From an optimization exercise on the open Yosys and OpenROAD flow, aimed at small area, a short achievable clock period and few clock cycles per item; shortcuts taken in it are not production practice. Function was checked by simulation only, so behaviour that the tests miss may differ from the original. Power figures rest on the tool's default switching activity, not on a simulated workload.

$ cat design/flow/run.sh
#!/bin/bash
# synth_recipe.tcl (not shown) runs the flow's synth.tcl, then flattens the netlist and writes it again
# the make line also repeats each setting of config.mk as NAME=value (left out here)
make -C /OpenROAD-flow-scripts/flow DESIGN_CONFIG=/design/flow/config.mk WORK_HOME=/design/flow/orfs CLKGATE_MAP_FILE= SYNTH_SCRIPT=/design/flow/synth_recipe.tcl finish
$ cat design/flow/constraint.sdc
create_clock -name core_clock -period 12.0 [get_ports {clk}]
set_input_delay 2.4000 -clock core_clock [delete_from_list [all_inputs] [get_ports {clk}]]
set_output_delay 2.4000 -clock core_clock [all_outputs]
set_load 0.01 [all_outputs]
$ cat design/flow/design.v
module lpc_mul (
    input  wire [9:0]  a,
    input  wire [14:0] b,
    output wire [15:0] p
);
    wire signed [24:0] prod = $signed(a) * $signed(b);
    assign p = prod[24:9];
endmodule
module lpc_excitation (
    input  wire       clk,
    input  wire       rst,
    input  wire       step,
    input  wire       unvoiced,
    input  wire [7:0] pitch,       
    output reg  [7:0] exc          
);
    localparam [12:0] LFSR_SEED = 13'h1FFF;
    localparam [7:0]  NOISE_AMP = 8'd64;
    localparam        CHIRP_LEN = 52;
    reg [12:0] lfsr;
    reg [7:0]  pitch_count;
    function [7:0] chirp;
        input [7:0] idx;
        begin
            case (idx)
                8'd0:  chirp = 8'h00;
                8'd1:  chirp = 8'h03;
                8'd2:  chirp = 8'h0F;
                8'd3:  chirp = 8'h28;
                8'd4:  chirp = 8'h4C;
                8'd5:  chirp = 8'h6C;
                8'd6:  chirp = 8'h71;
                8'd7:  chirp = 8'h50;
                8'd8:  chirp = 8'h25;
                8'd9:  chirp = 8'h26;
                8'd10: chirp = 8'h4C;
                8'd11: chirp = 8'h44;
                8'd12: chirp = 8'h1A;
                8'd13: chirp = 8'h32;
                8'd14: chirp = 8'h3B;
                8'd15: chirp = 8'h13;
                8'd16: chirp = 8'h37;
                8'd17: chirp = 8'h1A;
                8'd18: chirp = 8'h25;
                8'd19: chirp = 8'h1F;
                8'd20: chirp = 8'h1D;
                default: chirp = 8'h00;
            endcase
        end
    endfunction
    wire        fb        = lfsr[12] ^ lfsr[3] ^ lfsr[2] ^ lfsr[0];
    wire [12:0] lfsr_next = {lfsr[11:0], fb};
    wire [7:0]  pc_inc    = pitch_count + 8'd1;
    always @(*) begin
        if (unvoiced)
            exc = lfsr_next[0] ? (~NOISE_AMP + 8'd1) : NOISE_AMP;
        else if (pitch_count < CHIRP_LEN)
            exc = chirp(pitch_count);
        else
            exc = 8'd0;
    end
    always @(posedge clk) begin
        if (rst) begin
            lfsr        <= LFSR_SEED;
            pitch_count <= 8'd0;
        end else if (step) begin
            if (unvoiced) begin
                lfsr <= lfsr_next;
            end else begin
                if (pc_inc >= pitch)
                    pitch_count <= 8'd0;
                else
                    pitch_count <= pc_inc;
            end
        end
    end
endmodule
module lpc_synth (
    input  wire        clk,
    input  wire        rst,
    input  wire        in_valid,
    output wire        in_ready,
    input  wire        unvoiced,
    input  wire [7:0]  pitch,
    input  wire [9:0]  energy,
    input  wire [99:0] k,           
    output reg         out_valid,
    output reg  [9:0]  out_sample
);
    localparam W = 20;              
    localparam [1:0] S_IDLE = 2'd0,
                     S_U    = 2'd1,
                     S_X    = 2'd2,
                     S_OUT  = 2'd3;
    reg [1:0]  state;
    reg [3:0]  idx;
    reg [9:0]  k_r [1:10];
    reg [9:0]  prev_energy;
    reg [9:0]  energy_used;
    reg [7:0]  exc_r;
    reg signed [W-1:0] u [0:10];
    reg signed [W-1:0] x [0:9];
    wire       accept = in_valid && in_ready;
    wire [7:0] exc;
    assign in_ready = (state == S_IDLE);
    lpc_excitation u_exc (
        .clk      (clk),
        .rst      (rst),
        .step     (accept),
        .unvoiced (unvoiced),
        .pitch    (pitch),
        .exc      (exc)
    );
    reg  [9:0]  mul_a;
    reg  [14:0] mul_b;
    wire [15:0] mul_p;
    always @(*) begin
        mul_a = 10'd0;
        mul_b = 15'd0;
        if (state == S_U) begin
            if (idx == 4'd10) begin
                mul_a = energy_used;
                mul_b = {exc_r[7], exc_r, 6'd0};
            end else begin
                mul_a = k_r[idx + 4'd1];
                mul_b = x[idx][14:0];
            end
        end else if (state == S_X) begin
            mul_a = k_r[idx];
            mul_b = u[idx - 4'd1][14:0];
        end
    end
    lpc_mul u_mul (
        .a (mul_a),
        .b (mul_b),
        .p (mul_p)
    );
    wire signed [W-1:0] mul_ext = {{(W-16){mul_p[15]}}, mul_p};
    wire signed [W-1:0] y = u[0];
    reg  [11:0] clamped;
    always @(*) begin
        if (y > 2047)
            clamped = 12'h7FF;
        else if (y < -2048)
            clamped = 12'h800;
        else
            clamped = y[11:0];
    end
    integer i;
    always @(posedge clk) begin
        if (rst) begin
            state       <= S_IDLE;
            idx         <= 4'd0;
            prev_energy <= 10'd0;
            energy_used <= 10'd0;
            exc_r       <= 8'd0;
            out_valid   <= 1'b0;
            out_sample  <= 10'd0;
            for (i = 1; i <= 10; i = i + 1)
                k_r[i] <= 10'd0;
            for (i = 0; i <= 10; i = i + 1)
                u[i] <= {W{1'b0}};
            for (i = 0; i <= 9; i = i + 1)
                x[i] <= {W{1'b0}};
        end else begin
            out_valid <= 1'b0;
            case (state)
                S_IDLE: begin
                    if (in_valid) begin
                        for (i = 1; i <= 10; i = i + 1)
                            k_r[i] <= k[(i-1)*10 +: 10];
                        exc_r       <= exc;
                        energy_used <= prev_energy;
                        prev_energy <= energy;
                        idx         <= 4'd10;
                        state       <= S_U;
                    end
                end
                S_U: begin
                    if (idx == 4'd10)
                        u[10] <= mul_ext;
                    else
                        u[idx] <= u[idx + 4'd1] - mul_ext;
                    if (idx == 4'd0) begin
                        idx   <= 4'd9;
                        state <= S_X;
                    end else begin
                        idx <= idx - 4'd1;
                    end
                end
                S_X: begin
                    x[idx] <= x[idx - 4'd1] + mul_ext;
                    if (idx == 4'd1)
                        state <= S_OUT;
                    else
                        idx <= idx - 4'd1;
                end
                S_OUT: begin
                    x[0]       <= u[0];
                    out_sample <= clamped[11:2];
                    out_valid  <= 1'b1;
                    state      <= S_IDLE;
                end
            endcase
        end
    end
endmodule
$ cat design/flow/config.mk
export PLATFORM = sky130hd
export DESIGN_NAME = lpc_synth
export DESIGN_NICKNAME = lpc_synth
export VERILOG_FILES = /design/flow/design.v
export SDC_FILE = /design/flow/constraint.sdc
export NUM_CORES = 4
export LEC_CHECK = 0
export CAP_MARGIN = 20
export CORE_MARGIN = 2
export CORE_UTILIZATION = 40
export SLEW_MARGIN = 20
==> flow_summary.yaml <==
yosys:
  syn-num-nets: 3967
  postSynthRegisterBits: 737
  netlist-cell-type-count: 81
  synth-edff-count: 560
  synth_area_per_cell_um2: 11.9
  ys_seq_area_share_pct: 47.5
  synthArstFlopShare_pct: 0
  synth_ff_type: "edfxtp_1"
  syn_area_um2: 42900
  yosysWarningCount: 13
  syn_inst: 3596
floorplanning:
  die_area_um2: 110000
  start_util_pct: 40.2
  core_area_um2: 107000
  die_w_um: 331
  die_h_um: 331
  rows: 120
  io_pins: 134
placed_design:
  globalplace.congestion: 0.909
  postPlaceCellArea_um2: 46100
  numPortBuffers: 133
  dp.cells: 5001
  place_ws_ns: 0.628
  dp_hpwl_mm: 87.7
pwr:
  vdd_drop_max_mv: 0.189
  powerDensity_nw_per_um2: 222
  power.leakage_nw: 17.9
  p_total_mw: 10.9
grt:
  grt.total_usage_pct: 24.1
  antenna_found_initial: 1
  grt_pass1_vias: 30400
  grt_max_degree: 92
  gr-total-overflow: 0
  grt_first_pass_wirelength_mm: 199
timing:
  fin_crit_ns: 11.40
  fin_crit_sh_pct: 95.0
  drv_slew: 0
  timing.final.ws_setup_ns: 0.595
  setup_viol: 0
  slew_headroom_pct: 22.6
  finalHoldViolCount: 0
  clock_skew_ns: 0.0431
  hold_ws_ns: 0.435
  fmax_mhz: 87.7
  worst_pin_slew_ns: 1.16
route:
  first_pass_iters: 6
  vias: 30600
  wl_mm: 133
  drc: 0
  antenna_left: 0
  dr_wl_met3_mm: 12.2
  top_layer: "met4"
  drt-initial-drc-count: 3255
  routed_via_density: 5.93
  wire_per_inst_um: 25.8
  wl_met1_mm: 54.2
  dr_wl_met2_mm: 62.4
cts:
  clkLatencyLatePin_ns: 0.69
  clockBufferDepth: 3
  clkSinkCount: 737
  cts_tree: "yes"
  cts_max_level: 3
  hold_buffers: 0
  cts_buffers: 82
  clkSlewWorstSetupHoldPaths_ns: 0.06
  root_buffer: "clkbuf_16"
critical_path:
  crit_required_ns: 12.48
  crit_path_max_fanout: 13
  max_stage_delay_ns: 0.62
  critPathLaunchType: "flop"
  end_kind: "flop"
  slowest_stage: "or4_1"
  critPathKind: "flop to flop"
  cpMostUsedCell: "fa_1"
  arrival_ns: 11.88
final_layout:
  finish.instance_area_um2: 49000
  drive_gt1_share_pct: 18.9
  layout_commonest_cell: "edfxtp_1"
  layoutNonFillerInstCount: 5154
  nets: 4054
  syn_to_final_growth_pct: 14.2
  final_cell_mix: "edfxtp_1, nor2_1, nand2_1"
job:
  maxCapViolations: 0
status:
  status: "no timing/DRC/antenna violations"
hold_path:
  holdCritPathClass: "flop to flop"
[sequential cells by signal (all words and copies together), names as in the netlist, named ones only]
| signal | cells |
|---|---|
| u_exc.pitch_count | 8 |
| k_r | 100 |
| out_valid | 1 |
| prev_energy | 10 |
| energy_used | 10 |
| out_sample | 10 |
| u | 320 |
| state | 2 |
| idx | 4 |
| exc_r | 8 |
| x | 240 |
| u_exc.lfsr | 13 |
[power breakdown]
part	switching [mW]	internal, mW	total (mW)
registers	0.194	3.06	3.25
clock network	1.10	1.55	2.65
logic	3.05	1.95	4.99
total	4.34	6.55	10.9
[final timing paths]
path | startpoint | endpoint | slack (ns) | cells past startpoint
hold / removal | prev_energy[5]$_SDFFE_PP0P_ | energy_used[5]$_SDFFE_PP0P_ | 0.43 | 2
hold reg to reg | prev_energy[5]$_SDFFE_PP0P_ | energy_used[5]$_SDFFE_PP0P_ | 0.43 | 2
setup reg to reg | idx[0]$_SDFFE_PP0P_ | u[4][16]$_SDFFCE_PN0P_ | 0.60 | 40
setup / recovery | idx[0]$_SDFFE_PP0P_ | u[4][16]$_SDFFCE_PN0P_ | 0.60 | 40
[synth_stat cells (6+ instances only)]
library cell / number / area share (%)
a21oi_1: 217 / 2.5
mux4_2: 302 / 16
o21bai_1: 12 / 0.21
o22a_1: 7 / 0.14
nand2b_1: 37 / 0.54
nor3_1: 41 / 0.48
or3_1: 6 / 0.088
o211ai_1: 6 / 0.10
nand3_1: 38 / 0.44
o21ai_0: 72 / 0.84
a211o_1: 15 / 0.31
and2_1: 11 / 0.16
a31oi_1: 22 / 0.32
a31o_2: 6 / 0.12
or2_2: 81 / 1.2
nor2_1: 434 / 3.8
a21o_1: 26 / 0.45
nand4_1: 17 / 0.25
edfxtp_1: 560 / 39
a211oi_1: 15 / 0.26
dfxtp_1: 177 / 8.3
fa_1: 133 / 6.2
xnor2_1: 40 / 0.82
buf_1: 36 / 0.31
xor2_1: 22 / 0.45
and3_1: 40 / 0.58
a222oi_1: 11 / 0.26
ha_1: 116 / 3.4
a221oi_1: 14 / 0.29
mux2i_1: 21 / 0.49
inv_1: 237 / 2.1
nand3b_1: 7 / 0.12
a22o_1: 14 / 0.29
mux2_2: 8 / 0.21
a22oi_1: 63 / 1.1
clkbuf_1: 188 / 1.6
buf_2: 18 / 0.21
nor3b_1: 7 / 0.12
nor2b_1: 29 / 0.42
o22ai_1: 10 / 0.15
nand2_1: 401 / 3.5
[what timing repair did]
| action | in CTS | in global routing |
|---|---|---|
| resized for setup | 0 | 9 |
| setup endpoints to repair | 0 | 73 |
| buffers inserted | 0 | 1 |
[kinds of logic after synthesis]
family,synth area share (%)
simple gates,11.9
flops,47.5
mux,16.6
xor+xnor,1.48
buf+inv,4.38
fa+ha+maj,9.59
compound gates,8.64
[per-layer routing]
metal	up-vias	global-route usage (%)
li1	13300	-
met1	15600	32.7
met2	1506	38.6
met3	214	5.05
met4	0	7.89
met5	-	0
[per-stage QoR]
step | TNS (ns) | util [%]
finish | 0 | 45.9
global route | -0.142 | 45.9
CTS | 0 | 45.9
detailed placement | 0 | 43.2
global placement | 0 | 43.2
floorplan | 0 | -
[worst max-delay path: cells and delay by family (launching register included)]
family / cells / cell delay [ns]
flip-flops: 1 / 0.38
adder cells (fa/ha/maj): 8 / 3.47
AND/OR/NAND/NOR: 10 / 2.92
buffers and inverters: 6 / 0.78
AO/OA/AOI/OAI: 16 / 3.65
[area by class of cell]
type	count	area, µm²
Antenna cell	1	2.50
Clock buffer	107	2270
Clock inverter	44	578
Fill cell	9655	57700
Inverter	239	897
Multi-Input combinational cell	2372	20800
Sequential cell	737	20400
Tap cell	1403	1760
Timing Repair Buffer	251	2280
Testbench counts, summed over its fixed seeds: cycles 352,008, items 16,000.

## static timing again, ports no longer ideal
Ports are ideal in the flow. The routed layout listed here was re-timed in OpenROAD.
Step 1, drivers: a clkbuf_16 drives clk and a buf_2 each remaining input, both assumed.
Step 2 adds t to the input delays and takes it off the output delays; t is the mean of the earliest and latest rising clock arrival at the registers after step 1. Input paths then give back, and output paths get back, about the clock's delay inside the block.
a / b / c = ideal / step 1 / step 2; a / b = the first two.
t, ns: 0.746
setup WS [ns]: 0.595 / 0.595 / 0.595
cell pins on the clock port's net: 1
After both steps setup and hold are still met in this run. For this run, drivers alone change the setup slack by 0.000 ns; drivers and shift together by 0.000 ns.
